Background: an optimization exercise with open tools, aiming at small area, a short achievable clock period and few clock cycles per item. Do not read the settings as production practice. Function was checked by simulation only, so behaviour that the tests miss may differ from the original. Power is estimated from default activity; no workload was simulated.

// blade_biquad
module blade_biquad (
    input  wire        clk,
    input  wire        rst,
    input  wire        cmd_valid,
    output wire        cmd_ready,
    input  wire        cmd_clear,
    input  wire [31:0] cmd_x0,
    input  wire [31:0] cmd_x1,
    input  wire [31:0] cmd_b0,
    input  wire [31:0] cmd_b1,
    input  wire [31:0] cmd_b2,
    input  wire [31:0] cmd_a1,
    input  wire [31:0] cmd_a2,
    output reg         rsp_valid,
    output reg  [31:0] rsp_y0,
    output reg  [31:0] rsp_y1
);
Settings: LEC_CHECK=0, ABC_AREA=1, CAP_MARGIN=20, CORE_MARGIN=2, CORE_UTILIZATION=40, PLACE_DENSITY=0.6, SLEW_MARGIN=20; clock period 24.0 ns.
standard.sh (not shown) runs the stock make flow with config.mk's settings and CLKGATE_MAP_FILE= SYNTH_SCRIPT=/design/flow/synth_recipe.tcl, a recipe that flattens the netlist after the stock synthesis.
==> flow/flow/run.sh <==
#!/bin/bash
# Layout flow: the standard ORFS flow (standard.sh, unchanged synthesis,
# floorplan, placement, CTS and routing at the design's clock and
# constraints), with a larger setup-slack margin for OpenROAD's repair_timing
# so that the resizer also shortens paths that already meet the 24 ns clock.
# standard.sh's full output goes to standard.log in this folder; the ORFS
# logs of each step stay under orfs/logs.
set -eo pipefail
export SETUP_SLACK_MARGIN=16.5
bash standard.sh > standard.log 2>&1
test -s out/final.def
Testbench counts at the start, summed over its fixed seeds: cycles 28,832, items 4,800.
Then changed:
--- a/flow/design.v
+++ b/flow/design.v
@@ -1411,24 +1411,25 @@
         a_dst  <= (fN[6] || gN[10])  ? D_S1_0 :
                   (fN[7] || gN[9])   ? D_S2_0 :
                   (fN[9] || gN[20])  ? D_S1_1 :
                   (fN[10] || gN[19]) ? D_S2_1 : D_NONE;
     end
     reg [31:0] areg, breg;           
     reg        areg_h, breg_h;       
     reg [31:0] a1r, a2r;             
     reg [31:0] pm;                   
     reg [31:0] aop;                  
     reg [31:0] tb0, tb1;             
     reg [31:0] s1_0, s1_1, s2_0, s2_1;
+    reg [3:0]  sv;
     reg        zA0, zA1, zB1;        
     wire [21:0] m_plo;
     wire [26:0] m_ph0, m_ph1;
     wire [7:0]  m_e8;
     wire [4:0]  m_lz;
     wire [5:0]  m_t;
     wire        m_tz, m_ovf0, m_ovf1;
     wire        m_sy;
     wire [1:0]  m_spec;
     blade_fmul_s1 u_m1 (.a(areg), .b(breg), .ha(areg_h), .hb(breg_h), .plo(m_plo), .ph0(m_ph0), .ph1(m_ph1),
                         .e8(m_e8), .lz(m_lz), .tz(m_tz), .ovf0(m_ovf0), .ovf1(m_ovf1),
                         .t(m_t), .sy(m_sy), .spec(m_spec));
@@ -1462,28 +1463,28 @@
     reg         ar_sp, ar_zs, ar_nan, ar_inf, ar_is;
     reg  [2:0]  ar_dst;
     wire [31:0] a_y;
     blade_fadd_s2 u_a2 (.mp(ar_mp), .bl(ar_bl), .eff_sub(ar_es), .xp(ar_xp), .sp(ar_sp),
                         .zs(ar_zs), .nan(ar_nan), .inf(ar_inf), .is(ar_is), .y(a_y));
     wire [31:0] areg_d = ld_y ? a_y : ld_x1 ? cmd_x1 : cmd_x0;
     wire [31:0] breg_p = ld_b1 ? cmd_b1 : ld_b2 ? cmd_b2 : cmd_b0;
     wire [31:0] breg_r = ld_a1 ? a1r : ld_a2 ? a2r : 32'h3F800000;
     wire [31:0] breg_d = ld_r ? breg_r : breg_p;
     reg  [31:0] aop_r;
     always @* begin
         case (a_src)
-            A_S1_0:  aop_r = s1_0;
-            A_S1_1:  aop_r = s1_1;
-            A_S2_0:  aop_r = s2_0;
-            A_S2_1:  aop_r = s2_1;
+            A_S1_0:  aop_r = sv[0] ? s1_0 : 32'd0;
+            A_S1_1:  aop_r = sv[1] ? s1_1 : 32'd0;
+            A_S2_0:  aop_r = sv[2] ? s2_0 : 32'd0;
+            A_S2_1:  aop_r = sv[3] ? s2_1 : 32'd0;
             A_TB0:   aop_r = tb0;
             default: aop_r = tb1;
         endcase
     end
     wire [31:0] aop_d = (ar_dst == a_src) ? a_y : aop_r;
     always @(posedge clk) begin
         mr_plo   <= m_plo;
         mr_ph0   <= m_ph0;
         mr_ph1   <= m_ph1;
         mr_e8    <= m_e8;
         mr_t     <= m_t;
         mr_tz    <= m_tz;
@@ -1521,35 +1522,35 @@
         if (tb0_pm)
             tb0 <= {pm[31] ^ tb_neg, pm[30:0]};
         if (tb1_pm)
             tb1 <= {pm[31] ^ tb_neg, pm[30:0]};
         if (ld_r0) rsp_y0 <= areg;
         if (ld_r1) rsp_y1 <= areg;
         f <= fN[11:0];
         g <= gN[21:0];
         if (rst) begin
             clr_ok    <= 1'b0;
             rsp_valid <= 1'b0;
             ar_dst    <= D_NONE;
-            s1_0      <= 32'd0;
-            s1_1      <= 32'd0;
-            s2_0      <= 32'd0;
-            s2_1      <= 32'd0;
+            sv        <= 4'd0;
         end else begin
             ar_dst <= a_dst;
             clr_ok <= cmd_valid && cmd_clear && !clear_acc && !gbusy &&
                       !(|f[11:1]);
             rsp_valid <= f[8] || g[15];
-            if (clear_acc) begin
-                s1_0 <= 32'd0;
-                s1_1 <= 32'd0;
-                s2_0 <= 32'd0;
-                s2_1 <= 32'd0;
-            end else begin
-                if (ar_dst == D_S1_0) s1_0 <= a_y;
-                if (ar_dst == D_S1_1) s1_1 <= a_y;
-                if (ar_dst == D_S2_0) s2_0 <= a_y;
-                if (ar_dst == D_S2_1) s2_1 <= a_y;
+            if (clear_acc)
+                sv <= 4'd0;
+            else begin
+                if (ar_dst == D_S1_0) sv[0] <= 1'b1;
+                if (ar_dst == D_S1_1) sv[1] <= 1'b1;
+                if (ar_dst == D_S2_0) sv[2] <= 1'b1;
+                if (ar_dst == D_S2_1) sv[3] <= 1'b1;
             end
         end
     end
+    always @(posedge clk) begin
+        if (ar_dst == D_S1_0) s1_0 <= a_y;
+        if (ar_dst == D_S1_1) s1_1 <= a_y;
+        if (ar_dst == D_S2_0) s2_0 <= a_y;
+        if (ar_dst == D_S2_1) s2_1 <= a_y;
+    end
 endmodule
The new run completed with no timing, DRC or antenna violations.
Hold slack is better by 0.035 ns.
Sequential power rose by about 10%.
Sequential share of layout area rose by 2.1 points.
Core utilization barely changes.
Maximum frequency is about the same.
Testbench counts after the change, summed over its fixed seeds: cycles 28,832, items 4,800.

==> static timing again, ports no longer ideal <==
Ports are ideal in the flow. The routed layouts listed here were re-timed in OpenROAD. Step 1: set_driving_cell puts a clkbuf_16 on clk and a buf_2 on each other input, an assumption about the parent block. Step 2 adds t to the input delays and takes it off the output delays; t is the mean of the earliest and latest rising clock arrival at the registers after step 1. Input paths then give back, and output paths get back, about the clock's delay inside the block. Slacks: ideal ports / drivers / drivers and shift; pairs: ideal ports / drivers.
run | shift t [ns] | setup slack, ns | worst hold slack (ns) | worst register clock-pin slew, ns
the first run | 0.766 | 17.181 / 17.181 / 16.525 | 0.369 / 0.369 / 0.369 | 0.08 / 0.08
the second run | 0.789 | 17.201 / 17.201 / 16.805 | 0.403 / 0.403 / 0.403 | 0.08 / 0.08
After both steps every run listed still meets setup and hold. The setup slack of the first run, which loses most, moves by 0.000 ns with the drivers and by -0.656 ns with both steps.
